Source: an optimization exercise on an open RTL-to-GDS flow (aim: small area, a short achievable clock period and few clock cycles). Production flows keep margins and buffers that such runs may drop. In this exercise RTL edits were held to simulation tests only and were not proved equivalent to the original. No activity file was given, so power comes from the tool's default toggle rates.

==> flow/design.v <==
module tickdeb_s2t (
    input  wire [31:0] q,
    input  wire [9:0]  r,
    input  wire        ovf,
    input  wire        b,
    input  wire [23:0] qh,
    input  wire [9:0]  rh,
    output wire [31:0] q_o,
    output wire [9:0]  r_o,
    output wire        ovf_o
);
    wire [10:0] t   = {r, 1'b0};
    wire        c1  = (t >= 11'd1000);
    wire [10:0] r1  = c1 ? (t - 11'd1000) : t;
    wire [31:0] q1  = {q[30:0], c1};
    wire        ov1 = ovf | q[31];
    wire [10:0] u   = r1 + {1'b0, rh};
    wire        c2  = (u >= 11'd1000);
    wire [10:0] r2  = c2 ? (u - 11'd1000) : u;
    wire [32:0] q2  = {1'b0, q1} + {9'd0, qh} + {32'd0, c2};
    assign q_o   = b ? q2[31:0] : q1;
    assign r_o   = b ? r2[9:0]  : r1[9:0];
    assign ovf_o = b ? (ov1 | q2[32]) : ov1;
endmodule
module tickdeb (
    input  wire         clk,
    input  wire         rst,              
    input  wire [31:0]  cfg_clk_hz,
    input  wire         cfg_policy,       
    input  wire         cfg_map,          
    input  wire         cfg_timer_model,  
    input  wire         cfg_preempt,      
    input  wire [4:0]   cfg_n,
    input  wire [3:0]   cfg_init_stage,
    input  wire [511:0] cfg_dur,          
    input  wire [31:0]  cfg_dur_rel,
    input  wire [31:0]  cfg_dur_held,
    input  wire         in_valid,
    input  wire [63:0]  in_word,
    output wire         in_ready,
    output reg          resp_valid,
    output reg  [1:0]   resp_status,      
    output reg  [31:0]  resp_data         
);
    localparam [1:0] ST_NEXT = 2'd0, ST_FAULT = 2'd1, ST_NOSTEP = 2'd2;
    localparam [2:0] PH_BOOT = 3'd0, PH_STABLE = 3'd1, PH_SETTLING = 3'd2,
                     PH_STALL = 3'd3, PH_RP_DISABLE = 3'd4, PH_RP_LOAD = 3'd5,
                     PH_RP_CLEAR = 3'd6, PH_RP_ENABLE = 3'd7;
    localparam [2:0] F_ILLEGAL_OP = 3'd1, F_SEQUENCE = 3'd2, F_PERIOD_RANGE = 3'd3,
                     F_SPURIOUS_IRQ = 3'd4, F_UNBOUND = 3'd5, F_TIMER_UNCFG = 3'd6,
                     F_CONFIG_INVALID = 3'd7;
    reg         rdy;
    reg         rst_q;
    reg         va;
    reg  [7:0]  opc;
    reg  [3:0]  fa;
    reg         fahz, fcz;
    reg  [7:0]  fb;
    reg         imeq, imzh, imzl, im0;
    reg         map_q, pol_q, tm_q, pre_q, hznz_q;
    reg  [4:0]  n_q;
    reg  [3:0]  cnt;
    reg  [31:0] xl;           
    reg  [31:0] y;            
    reg  [1:0]  newp_sel;     
    reg         en, mode, pending, ie, gie, hbound;
    reg  [31:0] tv;           
    reg         conf, cand;
    reg  [2:0]  fgph;
    reg  [3:0]  bootix;
    reg  [3:0]  stage;
    reg  [15:0] ntrans;
    reg  [7:0]  dir0, pur0, dir1, pur1;
    reg  [2:0]  fault;
    reg  [7:0]  fopc;
    reg         held;         
    reg  [23:0] qh;
    reg  [9:0]  rh;
    reg  [3:0]  hcnt;
    reg  [9:0]  cr;
    reg         covf;
    reg  [31:0] dsel;         
    reg  [4:0]  bi;
    reg  [1:0]  cj;           
    reg         qrdy;
    assign in_ready = rdy;
    wire hvalid = (hcnt == 4'd0);
    wire cfg_valid = hznz_q &&
                     (map_q ? !pol_q
                            : (n_q >= 5'd1 && n_q <= 5'd16 && {1'b0, cfg_init_stage} < n_q));
    wire [31:0] cfgid = {10'd0, 6'd32, 3'd0, (map_q ? 5'd0 : n_q),
                         pre_q, tm_q, map_q, pol_q, 1'b0, 3'd4};
    wire raw    = fa[0];
    wire fbz    = (fb == 8'd0);
    wire imz1   = imzh & imzl;
    wire immz   = imz1 & ~im0;
    wire fa0z   = fahz & (fa == 4'd0);
    wire fa01   = fahz & (fa[3:1] == 3'd0);
    wire nobci  = fbz & fcz & immz;
    wire bare   = fa0z & nobci;
    wire is_reset   = (opc == 8'h01) && bare;
    wire is_obs     = (opc == 8'h02) && fahz && nobci;
    wire is_cfgp    = (opc == 8'h10) && bare;
    wire is_setrl   = (opc == 8'h11) && fa0z && fbz && fcz;
    wire is_en      = (opc == 8'h12) && bare;
    wire is_dis     = (opc == 8'h13) && bare;
    wire is_clr     = (opc == 8'h14) && bare;
    wire is_reg     = (opc == 8'h15) && fa01 && raw && nobci;
    wire is_ies     = (opc == 8'h16) && bare;
    wire is_gie     = (opc == 8'h17) && bare;
    wire is_gout    = (opc == 8'h20) && fa01 && fcz && immz;
    wire is_gin     = (opc == 8'h21) && fa01 && fcz && immz;
    wire is_tick    = (opc == 8'h30) && bare;
    wire is_samp    = (opc == 8'h40) && fa01 && nobci;
    wire is_rchk    = (opc == 8'h41) && fa01 && nobci;
    wire is_exp     = (opc == 8'h50) && bare && !tm_q;
    wire is_tclk    = (opc == 8'h51) && bare &&  tm_q;
    wire is_fg  = is_cfgp | is_setrl | is_en | is_dis | is_clr | is_reg | is_ies |
                  is_gie | is_gout | is_gin | is_samp | is_rchk;
    wire is_env = is_exp | is_tclk;
    wire legal  = is_reset | is_obs | is_fg | is_tick | is_env;
    wire irq_req = pending & ie & gie;
    wire [4:0]  stage_inc = {1'b0, stage} + 5'd1;
    wire [3:0]  stage_nx  = (stage_inc == n_q) ? 4'd0 : stage_inc[3:0];
    reg boot_ok;
    always @(*) begin
        case (bootix)
            4'd0: boot_ok = (opc == 8'h20) && fa0z && (fb == 8'h03) && fcz && immz;
            4'd1: boot_ok = (opc == 8'h20) && fa01 && raw && (fb == 8'h03) && fcz && immz;
            4'd2: boot_ok = (opc == 8'h21) && fa01 && raw && (fb == 8'h10) && fcz && immz;
            4'd3: boot_ok = is_cfgp;
            4'd4: boot_ok = is_setrl && imeq;
            4'd5: boot_ok = is_reg;
            4'd6: boot_ok = is_ies;
            4'd7: boot_ok = is_gie;
            4'd8: boot_ok = is_en;
            default: boot_ok = 1'b0;
        endcase
    end
    reg fg_expected;
    always @(*) begin
        case (fgph)
            PH_BOOT:       fg_expected = boot_ok;
            PH_STABLE:     fg_expected = is_samp;
            PH_SETTLING:   fg_expected = is_rchk;
            PH_STALL:      fg_expected = is_samp;
            PH_RP_DISABLE: fg_expected = is_dis;
            PH_RP_LOAD:    fg_expected = is_setrl && imeq;
            PH_RP_CLEAR:   fg_expected = is_clr;
            default:       fg_expected = is_en;
        endcase
    end
    wire [31:0] dec_in = (fa == 4'd1) ? xl : tv;
    wire [31:0] dec    = dec_in - 32'd1;
    reg  [31:0] obs_val;
    always @(*) begin
        case (fa)
            4'd0:  obs_val = {27'd0, hbound, gie, ie, mode, en};
            4'd1:  obs_val = dec;
            4'd2:  obs_val = {31'd0, pending};
            4'd3:  obs_val = dec;
            4'd4:  obs_val = {28'd0, cnt};
            4'd5:  obs_val = {16'd0, stage, bootix, 1'b0, fgph, 2'b00, cand, conf};
            4'd6:  obs_val = newp_sel[1] ? y : (newp_sel[0] ? xl : 32'd0);
            4'd7:  obs_val = {16'd0, ntrans};
            4'd8:  obs_val = {24'd0, dir0};
            4'd9:  obs_val = {24'd0, pur0};
            4'd10: obs_val = {30'd0, cnt[1:0]};
            4'd11: obs_val = {24'd0, dir1};
            4'd12: obs_val = {24'd0, pur1};
            4'd13: obs_val = {30'd0, cnt[3:2]};
            4'd14: obs_val = {16'd0, fopc, 5'd0, fault};
            default: obs_val = cfgid;
        endcase
    end
    wire        tgt_init = (fgph == PH_BOOT) && (bootix <= 4'd4);
    wire [3:0]  tgt_ix   = tgt_init ? stage : stage_nx;
    wire [17:0] row_sel  = map_q ? {!tgt_init, tgt_init, 16'd0} : ({2'b00, 16'd1} << tgt_ix);
    reg  [31:0] tgt_word;
    integer ri;
    always @(*) begin
        tgt_word = 32'd0;
        for (ri = 0; ri < 16; ri = ri + 1)
            tgt_word = tgt_word | (cfg_dur[32*ri +: 32] & {32{row_sel[ri]}});
        tgt_word = tgt_word | (cfg_dur_rel & {32{row_sel[16]}}) | (cfg_dur_held & {32{row_sel[17]}});
    end
    wire [4:0]  start_ix = (dsel[31:24] != 8'd0) ? 5'd31 :
                           (dsel[23:16] != 8'd0) ? 5'd23 :
                           (dsel[15:8]  != 8'd0) ? 5'd15 : 5'd7;
    wire        mb       = dsel[bi];
    wire [31:0] st_q;
    wire [9:0]  st_r;
    wire        st_ovf;
    tickdeb_s2t u_s2t (.q(y), .r(cr), .ovf(covf), .b(mb), .qh(qh), .rh(rh),
                       .q_o(st_q), .r_o(st_r), .ovf_o(st_ovf));
    wire        st_small = (st_q[31:1] == 31'd0);
    wire [31:0] st_clamp = st_ovf ? 32'hFFFF_FFFF :
                           st_small ? 32'd2 : st_q;
    wire        cv_step  = (cj == 2'd2) && (!mb || hvalid);
    wire        cv_last  = cv_step && ((bi == 5'd0) || st_ovf);
    reg [23:0] qh_n;
    reg [9:0]  rh_n;
    reg [10:0] ht;
    integer k;
    always @(*) begin
        qh_n = qh;
        rh_n = rh;
        for (k = 0; k < 2; k = k + 1) begin
            ht = {rh_n, qh_n[23]};
            if (ht >= 11'd1000) begin
                rh_n = ht - 11'd1000;
                qh_n = {qh_n[22:0], 1'b1};
            end else begin
                rh_n = ht[9:0];
                qh_n = {qh_n[22:0], 1'b0};
            end
        end
    end
    wire       do_reset = rst_q | (va & is_reset);
    wire [3:0] cnt_inc  = cnt + 4'd1;
    wire       fg_go    = va && (fault == 3'd0) && legal && is_fg && !(pre_q && irq_req);
    wire       fg_ok    = fg_go && fg_expected &&
                          !(is_setrl && imz1) && !(is_en && !mode);
    wire       confirm  = fg_ok && is_rchk && (fgph == PH_SETTLING) &&
                          (raw != cand) && (map_q || cand);
    wire       wait_cv  = confirm && !qrdy;      
    wire       held_go  = held && qrdy;
    wire       do_conf  = (confirm && qrdy) || held_go;
    reg  [2:0] fgph_n;
    reg  [3:0] bootix_n;
    reg        conf_n, cand_n, qrdy_n, held_n;
    always @(*) begin
        fgph_n   = fgph;
        bootix_n = bootix;
        conf_n   = conf;
        cand_n   = cand;
        qrdy_n   = qrdy;
        held_n   = held;
        if (do_reset) begin
            fgph_n = PH_BOOT; bootix_n = 4'd0; conf_n = 1'b0; cand_n = 1'b0;
            qrdy_n = 1'b0; held_n = 1'b0;
        end else begin
            if (cv_last) qrdy_n = 1'b1;
            if (wait_cv) held_n = 1'b1;
            if (do_conf) begin
                held_n = 1'b0;
                conf_n = cand;
                fgph_n = PH_RP_DISABLE;
            end else if (fg_ok && !wait_cv) begin
                if (is_samp || is_rchk) begin
                    if (fgph == PH_STALL) begin
                        if (raw) begin conf_n = 1'b0; fgph_n = PH_STABLE; end
                    end else if (fgph == PH_STABLE) begin
                        if (!raw != conf) begin cand_n = !raw; fgph_n = PH_SETTLING; end
                    end else begin
                        if (!raw != cand) fgph_n = PH_STABLE;
                        else begin
                            conf_n = cand;
                            fgph_n = PH_STABLE;
                        end
                    end
                end else begin
                    case (fgph)
                        PH_BOOT: begin
                            bootix_n = bootix + 4'd1;
                            if (bootix == 4'd8) fgph_n = PH_STABLE;
                            if (bootix == 4'd4) qrdy_n = 1'b0;
                        end
                        PH_RP_DISABLE: fgph_n = PH_RP_LOAD;
                        PH_RP_LOAD: begin
                            fgph_n = PH_RP_CLEAR;
                            if (!map_q) qrdy_n = 1'b0;
                        end
                        PH_RP_CLEAR:   fgph_n = PH_RP_ENABLE;
                        PH_RP_ENABLE:  fgph_n = (pol_q && conf) ? PH_STALL : PH_STABLE;
                        default:       fgph_n = fgph;
                    endcase
                end
            end
        end
    end
    wire in_take = in_valid && rdy;
    wire op_cfgp  = !in_word[62] && !in_word[61] && in_word[60] && !in_word[56];
    wire op_rchk  = in_word[62] && !in_word[60] && in_word[56];
    wire blk_boot = ((fgph_n == PH_BOOT) && (bootix_n == 4'd4)) ||
                    ((fgph_n == PH_BOOT) && (bootix_n == 4'd3) && in_take && op_cfgp);
    wire blk_rchk = (fgph_n == PH_SETTLING) && (map_q || cand_n) && in_take &&
                    op_rchk && (in_word[48] != cand_n);
    wire block    = !qrdy_n && (blk_boot || blk_rchk || held_n);
    always @(posedge clk) begin
        rst_q  <= rst;
        rdy    <= rst | ~block;
        va     <= in_take & ~rst;
        opc    <= in_word[63:56];
        fa     <= in_word[51:48];
        fahz   <= (in_word[55:52] == 4'd0);
        fb     <= in_word[47:40];
        fcz    <= (in_word[39:32] == 8'd0);
        imeq   <= (in_word[31:0] == y);
        imzh   <= (in_word[31:16] == 16'd0);
        imzl   <= (in_word[15:1] == 15'd0);
        im0    <= in_word[0];
        map_q  <= cfg_map;
        pol_q  <= cfg_policy;
        tm_q   <= cfg_timer_model;
        pre_q  <= cfg_preempt;
        n_q    <= cfg_n;
        hznz_q <= (cfg_clk_hz != 32'd0);
        resp_valid  <= ((va & ~wait_cv) | held_go) & ~rst;
        resp_status <= ST_NEXT;
        resp_data   <= 32'd0;
        fgph   <= fgph_n;
        bootix <= bootix_n;
        conf   <= conf_n;
        cand   <= cand_n;
        qrdy   <= qrdy_n;
        held   <= held_n;
        if (rst_q) begin
            qh   <= cfg_clk_hz[23:0];
            rh   <= {2'b00, cfg_clk_hz[31:24]};
            hcnt <= 4'd12;
        end else if (hcnt != 4'd0) begin
            qh   <= qh_n;
            rh   <= rh_n;
            hcnt <= hcnt - 4'd1;
        end
        dsel <= tgt_word;
        if (do_reset) begin
            cj <= 2'd0;
        end else if (!qrdy) begin
            case (cj)
                2'd0: begin
                    y    <= 32'd0;
                    cr   <= 10'd0;
                    covf <= 1'b0;
                    cj   <= 2'd1;
                end
                2'd1: begin
                    bi   <= start_ix;
                    cj   <= 2'd2;
                end
                default: begin
                    if (cv_step) begin
                        bi <= bi - 5'd1;
                        if (cv_last) begin
                            y  <= st_clamp;
                            cj <= 2'd0;
                        end else begin
                            y    <= st_q;
                            cr   <= st_r;
                            covf <= st_ovf;
                        end
                    end
                end
            endcase
        end
        if (do_reset) begin
            cnt      <= 4'd0;
            xl       <= 32'd1;
            newp_sel <= 2'd0;
            en       <= 1'b0;
            mode     <= 1'b0;
            pending  <= 1'b0;
            ie       <= 1'b0;
            gie      <= 1'b0;
            hbound   <= 1'b0;
            tv       <= 32'd1;
            stage    <= cfg_map ? 4'd0 : cfg_init_stage;
            ntrans   <= 16'd0;
            dir0     <= 8'd0;
            pur0     <= 8'd0;
            dir1     <= 8'd0;
            pur1     <= 8'd0;
            fault    <= cfg_valid ? 3'd0 : F_CONFIG_INVALID;
            fopc     <= cfg_valid ? 8'd0 : 8'h01;
        end else if (do_conf) begin
            ntrans   <= ntrans + 16'd1;
            newp_sel <= 2'd2;
            if (!map_q) stage <= stage_nx;
        end else if (va && !wait_cv) begin
            if (fault != 3'd0) begin
                if (is_obs)
                    resp_data <= obs_val;
                else
                    resp_status <= ST_NOSTEP;
            end else if (!legal) begin
                fault       <= F_ILLEGAL_OP;
                fopc        <= opc;
                resp_status <= ST_FAULT;
            end else if (is_obs) begin
                resp_data <= obs_val;
            end else if (is_fg) begin
                if (pre_q && irq_req) begin
                    resp_status <= ST_NOSTEP;
                end else if (!fg_expected) begin
                    fault       <= F_SEQUENCE;
                    fopc        <= opc;
                    resp_status <= ST_FAULT;
                end else if (is_setrl && imz1) begin
                    fault       <= F_PERIOD_RANGE;
                    fopc        <= opc;
                    resp_status <= ST_FAULT;
                end else if (is_en && !mode) begin
                    fault       <= F_TIMER_UNCFG;
                    fopc        <= opc;
                    resp_status <= ST_FAULT;
                end else if (is_samp || is_rchk) begin
                    if (fgph == PH_SETTLING && raw != cand) ntrans <= ntrans + 16'd1;
                end else begin
                    if (is_cfgp)  mode   <= 1'b1;
                    if (is_setrl) begin
                        xl <= y;
                        if (fgph == PH_RP_LOAD) begin
                            newp_sel <= 2'd1;
                            if (map_q) y <= xl;
                        end
                    end
                    if (is_en) begin
                        en <= 1'b1;
                        if (tm_q) tv <= xl;
                    end
                    if (is_dis)   en      <= 1'b0;
                    if (is_clr)   pending <= 1'b0;
                    if (is_reg)   hbound  <= 1'b1;
                    if (is_ies)   ie      <= 1'b1;
                    if (is_gie)   gie     <= 1'b1;
                    if (is_gout) begin
                        if (raw) begin
                            dir1 <= dir1 | fb;
                            pur1 <= pur1 & ~fb;
                        end else begin
                            dir0 <= dir0 | fb;
                            pur0 <= pur0 & ~fb;
                        end
                    end
                    if (is_gin) begin
                        if (raw) begin
                            dir1 <= dir1 & ~fb;
                            pur1 <= pur1 | fb;
                        end else begin
                            dir0 <= dir0 & ~fb;
                            pur0 <= pur0 | fb;
                        end
                    end
                end
            end else if (is_tick) begin
                if (!irq_req) begin
                    fault       <= F_SPURIOUS_IRQ;
                    fopc        <= opc;
                    resp_status <= ST_FAULT;
                end else if (!hbound) begin
                    fault       <= F_UNBOUND;
                    fopc        <= opc;
                    resp_status <= ST_FAULT;
                end else begin
                    pending <= 1'b0;
                    cnt     <= cnt_inc;
                end
            end else begin
                if (!(en && mode)) begin
                    resp_status <= ST_NOSTEP;
                end else if (is_exp) begin
                    pending <= 1'b1;
                end else begin
                    if (tv == 32'd1) begin
                        pending <= 1'b1;
                        tv      <= xl;
                    end else begin
                        tv <= dec;
                    end
                end
            end
        end
    end
endmodule
==> flow/flow/run.sh <==
#!/bin/bash
set -euo pipefail
export BUFFER_PORTS_ARGS="-buffer_cell sky130_fd_sc_hd__buf_1"
bash standard.sh finish > standard_flow.log 2>&1
==> flow/standard.sh <==
#!/bin/bash
# synth_recipe.tcl (not shown) runs the flow's synth.tcl, then flattens the netlist and writes it again
# the make line also repeats each setting of config.mk as NAME=value (left out here)
make -C /OpenROAD-flow-scripts/flow DESIGN_CONFIG=/design/flow/config.mk WORK_HOME=/design/flow/orfs CLKGATE_MAP_FILE= SYNTH_SCRIPT=/design/flow/synth_recipe.tcl "${@:-finish}"
==> flow/config.mk <==
export PLATFORM = sky130hd
export DESIGN_NAME = tickdeb
export DESIGN_NICKNAME = tickdeb
export VERILOG_FILES = /design/flow/design.v
export SDC_FILE = /design/flow/constraint.sdc
export NUM_CORES = 4
export LEC_CHECK = 0
export CAP_MARGIN = 20
export CORE_MARGIN = 2
export CORE_UTILIZATION = 40
export CTS_CLUSTER_DIAMETER = 110
export CTS_CLUSTER_SIZE = 28
export SLEW_MARGIN = 20
==> flow/constraint.sdc <==
create_clock -name core_clock -period 80.0 [get_ports {clk}]
set_input_delay 16.0000 -clock core_clock [delete_from_list [all_inputs] [get_ports {clk}]]
set_output_delay 16.0000 -clock core_clock [all_outputs]
set_load 0.01 [all_outputs]
==> results of run 1 <==
cells by family (layout without fill, tap and decap cells):
family	Yosys count	after routing	synth area share, %
and+or+nand+nor	1189	1189	24.83
other	0	65	0
buffers and inverters	269	843	4.495
AOI/OAI and AO/OA	841	841	25.00
adders and majority gates	55	55	2.986
DFF	344	344	31.59
muxes	129	129	5.599
xor gates and xnor gates	148	148	5.505
stage by stage:
step / area (sq um) / total power (W)
6_report: 27810 / 0.0006219
5_1_grt: 27760 / 0.0006556
4_1_cts: 27620 / 0.0006152
3_5_place_dp: 27080 / 0.0005068
3_3_place_gp: 27080 / 0.0005051
2_1_floorplan: 23800 / 0.0004168
Yosys cell counts, drive strengths merged, types with 9 or more instances:
library cell	n
xor2	85
nor3	60
a211oi	32
or4b	9
or4	10
inv	50
nand2b	24
nor2	303
nand2	357
and3	42
edfxtp	63
nand3	64
a21oi	245
a31oi	27
or2	19
o211ai	13
o21bai	10
buf	53
nor4b	12
mux2	33
clkbuf	166
a21o	18
nand3b	20
a22oi	93
a22o	49
a222oi	94
o21a	14
xnor2	62
nor3b	20
nor4	64
o31ai	12
nor2b	33
dfxtp	281
and2	40
nand4	64
a221oi	45
or3	25
ha	52
o22ai	11
mux2i	96
o21ai	100
layout by cell type (no fill, tap or decap), drive strengths merged, types with 25 or more instances in the layout:
cell type	instances
nand4	64
and2	40
nor2b	33
nand3	64
a22o	49
buf	765
xor2	85
xnor2	62
o21ai	100
a222oi	94
and3	42
ha	52
mux2	33
a31oi	27
inv	54
diode	65
a22oi	93
mux2i	96
a221oi	45
a211oi	32
dfxtp	281
nor2	303
nand2	357
nor4	64
or3	25
a21oi	245
nor3	60
edfxtp	63
registers in the layout (all words and copies together), names as in the netlist, 5 cells and up:
name / count
dsel: 32
resp_data: 32
tv: 32
xl: 32
y: 32
qh: 24
ntrans: 16
cr: 10
rh: 10
dir0: 8
dir1: 8
fb: 8
fopc: 8
opc: 8
pur0: 8
pur1: 8
bi: 5
n_q: 5
where the power goes:
part | internal [W] | total, W | switching, W
sequential | 0.000199 | 0.000245 | 0.0000452
clock | 0.0000450 | 0.000109 | 0.0000645
combinational | 0.000107 | 0.000268 | 0.000161
total | 0.000351 | 0.000622 | 0.000271
layout make-up:
cell class,instances,area [sq um]
Antenna cell,65,162.7
Clock buffer,24,493.0
Clock inverter,4,45.04
Fill cell,6263,31100
Inverter,50,187.7
Multi-Input combinational cell,2362,15390
Sequential cell,344,7520
Tap cell,773,967.2
Timing Repair Buffer,765,3049
final timing paths:
kind	start	end	slack (ps)	cells past startpoint
min	dir1[4]$_SDFFE_PP0P_	dir1[4]$_SDFFE_PP0P_	450	2
max reg2reg	cr[2]$_SDFFCE_PN0P_	y[0]$_DFF_P_	71230	25
max	rdy$_DFF_P_	in_ready	62890	1
min reg2reg	dir1[4]$_SDFFE_PP0P_	dir1[4]$_SDFFE_PP0P_	450	2
routing by layer:
layer  up-vias  part of all wire, %  track usage [%]
met1     13460                   37            52.33
met4        38                  8.9            33.16
li1      12390                    -                -
met5         -                 0.20            1.431
met3       394                   12            16.87
met2      1749                   42            64.23
==> out/results.tsv, run 1 <==
metric	value	unit
finalSetupTns	0	ps
cts_hold_buf	0	
synthTopCellsByArea	dfxtp_1 24%, edfxtp_1 7.9%, nand2_1 5.6%	
layout-drive-gt1-share	4.846	%
cts_max_level	1	
antenna_left	0	
end_kind	output pin	
synth.distinct_cells	99	
dp_hpwl	114400	um
clock_tree.buffer_depth	3	
leakage	9.590	nW
cp_slowest_stage_delay	390	ps
critPathArrivalTime	1110	ps
p_per_area	22.36	nW/um^2
routabilityCongestion	1.094	
synth_fp_nets	3718	
utilization	47.21	%
synth-main-ff-cell	dfxtp_1	
synth_area_leader_cell	dfxtp_1	
rsz0062_at_grt	false	
antenna_found_initial	83	
drtIter0Drc	4130	
synthArstFlopShare	0	%
io_buffers	723	
critPathBufInv	1	
start_kind	register	
hold_ws	453.8	ps
cts_resized	0	
insertion_delay	560	ps
cts_root_buf	clkbuf_16	
rows	89	
die_area	61460	sq um
viasPerCell	6.389	
synth_edf_count	63	
setup_slack	62890	ps
drv_slew	0	
ys_warn_count	1	
drtPass1Iterations	12	
synth_cells	2975	
crit_fanout	3	
start_util	40.40	%
grt_overflow	0	
grt_pass1_wl	191800	um
slew_headroom	13.25	%
grt_max_degree	68	
hold_viol	0	
ioPinCount	724	
dieWidth	247.9	um
yosys_register_bits	344	
skew	19.69	ps
slowest_stage	dfxtp_1	
critPathTopFamily	flip-flops	
worstPathCellList	buf_1	
setup_violations	0	
timing.fmax	58.46	MHz
placedCellCount	4293	
cts.clk_slew.worst_paths	110	ps
synth_top_area_share	23.64	%
cts_buffers	17	
syn_area	23800	sq um
core	58910	sq um
fin_crit	17110	ps
wl_per_cell	32.31	um
dpl_worst_slack	62350	ps
nets	4283	
ir_drop	17.44	uV
min_period_over_period	21.38	%
avgSynthCellArea	7.999	sq um
maxCapViolCount	0	
worst_hold_path_type	register to register	
post-cts-setup-buffers	0	
die_h	247.9	um
synth-seq-area-share	31.59	%
drc	0	
area_growth	16.87	%
grt_pass1_vias	25220	
critPathKind	register to output pin	
final_cells	4387	
routed_wl	141700	um
clkSinkCount	344	
worstPathRequired	64000	ps
grtUsageTotal	44.13	%
dr_total_vias	28030	
worstMarginPinSlew	1268	ps
cts_tree	built	
status	complete, no violations	
Testbench counts, summed over its fixed seeds: cycles 48,653.
==> inputs of run 2 (changes only) <==
--- a/flow/config.mk
+++ b/flow/config.mk
@@ -8,6 +8,6 @@
 export CAP_MARGIN = 20
 export CORE_MARGIN = 2
 export CORE_UTILIZATION = 40
-export CTS_CLUSTER_DIAMETER = 110
-export CTS_CLUSTER_SIZE = 28
+export CTS_CLUSTER_DIAMETER = 100
+export CTS_CLUSTER_SIZE = 20
 export SLEW_MARGIN = 20
==> run 2 against run 1 <==
Effect of this change: non-clock buffer count is the same; total power grew 2.5%; worst setup slack lost 3.5 ps; synthesized cell count is the same; die area is the same; largest power group unchanged.
==> out/results.tsv, run 2 <==
metric	value	unit	change
status	complete, no violations		
synthArstFlopShare	0	%	unchanged
leakage	9.670	nW	+0.84%
layout-drive-gt1-share	5.031	%	+0.18 points
routed_wl	141000	um	-0.53%
wl_per_cell	32.04	um	-0.85%
fin_crit	17110	ps	+3.500 ps
regArea	7520	sq um	unchanged
insertion_delay	580	ps	+20 ps
skew	36.27	ps	+16.57 ps
ir_drop	20.53	uV	+18%
io_buffers	723		unchanged
clock_tree.buffer_depth	3		unchanged
finalSetupTns	0	ps	unchanged
cp_num_cells	1		unchanged
combPwrFrac	42.0	%	-1.0 points
power.share.clock	19.6	%	+2.0 points
layout_commonest_cell	buf_1		
cts_root_buf	clkbuf_16		
start_util	40.40	%	unchanged
rows	89		unchanged
cp_slowest_stage_delay	390	ps	about the same
synth_commonest_cells	357 x nand2_1, 303 x nor2_1, 281 x dfxtp_1		
switchingPower	0.0002713	W	+0.29%
grt_pass1_vias	25340		+0.50%
hold_viol	0		unchanged
clkSinkCount	344		unchanged
syn_area	23800	sq um	unchanged
synth_fp_nets	3718		unchanged
grt_overflow	0		unchanged
worstPathCellList	buf_1		
synthTopCellsByArea	dfxtp_1 24%, edfxtp_1 7.9%, nand2_1 5.6%		
p_sw_share	42.58	%	-0.92 points
setup_violations	0		unchanged
drv_slew	0		unchanged
avgSynthCellArea	7.999	sq um	unchanged
p_int	0.0003659	W	+4.1%
hold_depth	2		unchanged
cts_buffers	22		+5
p_per_area	22.77	nW/um^2	+1.8%
min_period_over_period	21.39	%	about the same
end_kind	output pin		
viasPerCell	6.327		-0.98%
die_h	247.9	um	unchanged
crit_fanout	3		unchanged
placedCellCount	4293		unchanged
multi_input_area	15390	sq um	unchanged
grt_max_degree	68		unchanged
start_kind	register		
dp_hpwl	114400	um	unchanged
final_cells	4401		+0.32%
area_growth	17.59	%	
synth_cells	2975		unchanged
drtIter0Drc	3881		-6.0%
die_area	61460	sq um	unchanged
pwr-share-seq	38.4	%	-1.0 points
synth_top_area_share	23.64	%	unchanged
timing.fmax	58.45	MHz	about the same
cts_hold_buf	0		unchanged
slew_headroom	10.25	%	-3.0 points
maxCapViolCount	0		unchanged
routabilityCongestion	1.094		unchanged
cts.clk_slew.worst_paths	80	ps	-30 ps
grtUsageTotal	44.04	%	-0.091 points
worstMarginPinSlew	1312	ps	+43.89 ps
fillers	6250		-0.21%
ioPinCount	724		unchanged
synth-seq-area-share	31.59	%	unchanged
antenna_left	0		unchanged
core	58910	sq um	unchanged
cts_tree	built		
critPathArrivalTime	1110	ps	about the same
drtPass1Iterations	13		+1
slowest_stage	dfxtp_1		
worstPathRequired	64000	ps	about the same
synth_edf_count	63		unchanged
critPathTopFamily	flip-flops		
antenna_found_initial	87		+4.8%
yosysMostFrequentCell	nand2_1		
critPathBufInv	1		unchanged
worst_hold_path_type	register to register		
cts_resized	0		unchanged
ys_warn_count	1		unchanged
yosys_register_bits	344		unchanged
final_cell_mix	723 x buf_1, 357 x nand2_1, 290 x nor2_1		
dieWidth	247.9	um	unchanged
dr_total_vias	27850		-0.66%
synth_area_leader_cell	dfxtp_1		
rsz0062_at_grt	false		
synth.distinct_cells	99		unchanged
r2r_cells	25		unchanged
synth-main-ff-cell	dfxtp_1		
cts_max_level	1		unchanged
nets	4288		+0.12%
post-cts-setup-buffers	0		unchanged
drc	0		unchanged
grt_pass1_wl	191700	um	about the same
critPathKind	register to output pin		
[run 2: path summary, 6_finish.rpt]
check             slack (ps)                    to            startpoint
setup / recovery       62890              in_ready           rdy$_DFF_P_
hold reg to reg          450  dir1[4]$_SDFFE_PP0P_  dir1[4]$_SDFFE_PP0P_
hold / removal           450  dir1[4]$_SDFFE_PP0P_  dir1[4]$_SDFFE_PP0P_
setup reg to reg       71120          y[0]$_DFF_P_   cr[2]$_SDFFCE_PN0P_
[run 2: cells by family after synthesis]
kind of cell / synth area share [%]
DFF: 31.59
buffers and inverters: 4.495
AOI/OAI and AO/OA: 25.00
adders and majority gates: 2.986
xor gates and xnor gates: 5.505
and+or+nand+nor: 24.83
muxes: 5.599
[run 2: routing by layer]
metal / share of wire (%) / global-route usage [%] / wire length [um]
met5: 0.17 / 1.431 / 236
met4: 9.1 / 34.62 / 12770
met3: 12 / 16.83 / 16780
met2: 42 / 63.79 / 58940
met1: 37 / 51.90 / 52270
[run 2: layout make-up]
cell class              count  share of cell area [%]
multi-input cells        2362                   54.99
flip-flops and latches    344                   26.87
repair buffers            765                   10.89
well taps                 773                   3.456
clock buffers              32                   2.285
inverters                  50                  0.6707
diodes                     70                  0.6260
clock inverters             5                  0.2191
[run 2: through the flow]
step	worst slack, ps	hold WS, ps	total power, W	area [sq um]	utilization [%]
finish	62890	450.4	0.0006372	27980	47.51
global route	62730	478.6	0.0006727	27920	47.40
CTS	62870	448.1	0.0006314	27780	47.16
detailed placement	62350	436.0	0.0005068	27080	45.97
global placement	62410	425.3	0.0005051	27080	45.97
floorplan	62720	414.8	0.0004168	23800	-
[run 2: power groups by stage]
stage,clock [W],sequential [W],combinational (W)
6_report,0.000125,0.000245,0.000267
5_1_grt,0.000133,0.000245,0.000294
4_1_cts,0.000127,0.000242,0.000263
3_5_place_dp,0,0.000246,0.000261
3_3_place_gp,0,0.000246,0.000259
2_1_floorplan,0,0.000218,0.000199
[run 2: worst reg2reg max path: stages (launching register included)]
cell and delay (ps):
edfxtp_1 470, inv_1 90, ha_1 230, o31ai_1 100, a21oi_1 550, xnor2_1 220, ha_1 360, a21oi_1 230
o21bai_1 120, a2111oi_0 410, nor3_1 150, xnor2_1 180, or3_1 420, o31ai_1 790, inv_1 220, fa_1 510
nor2b_1 190, o2111ai_1 180, a2111oi_0 1170, or3_1 280, a311oi_2 180, a211oi_1 290, nor2_1 60, a2111oi_0 910
a21oi_1 160, or2_2 320

separate check: timing with driven ports:
How much do the figures lean on ideal ports? The routed layouts below were timed once more, with nothing changed but the port constraints.
Step 1 (the two cells are an assumption about what drives the block):
set clk [get_ports {clk}]
set_driving_cell -lib_cell sky130_fd_sc_hd__clkbuf_16 $clk
set_driving_cell -lib_cell sky130_fd_sc_hd__buf_2 [delete_from_list [all_inputs] $clk]
Step 2 adds t to the input delays and takes it off the output delays; t is the mean of the earliest and latest rising clock arrival at the registers after step 1. Input paths then give back, and output paths get back, about the clock's delay inside the block.
Three values: ideal ports, drivers, drivers and shift; two values: the first two.
run | t, ns | setup WS [ns] | hold slack, ns | cell pins on the clock port's net
run 1 | 0.611 | 62.894 / 62.836 / 62.350 | 0.454 / 0.454 / 0.454 | 1
run 2 | 0.623 | 62.891 / 62.833 / 62.361 | 0.450 / 0.450 / 0.450 | 1
After both steps every run listed still meets setup and hold. For run 1, which loses most, drivers alone change the setup slack by -0.058 ns; drivers and shift together by -0.544 ns.
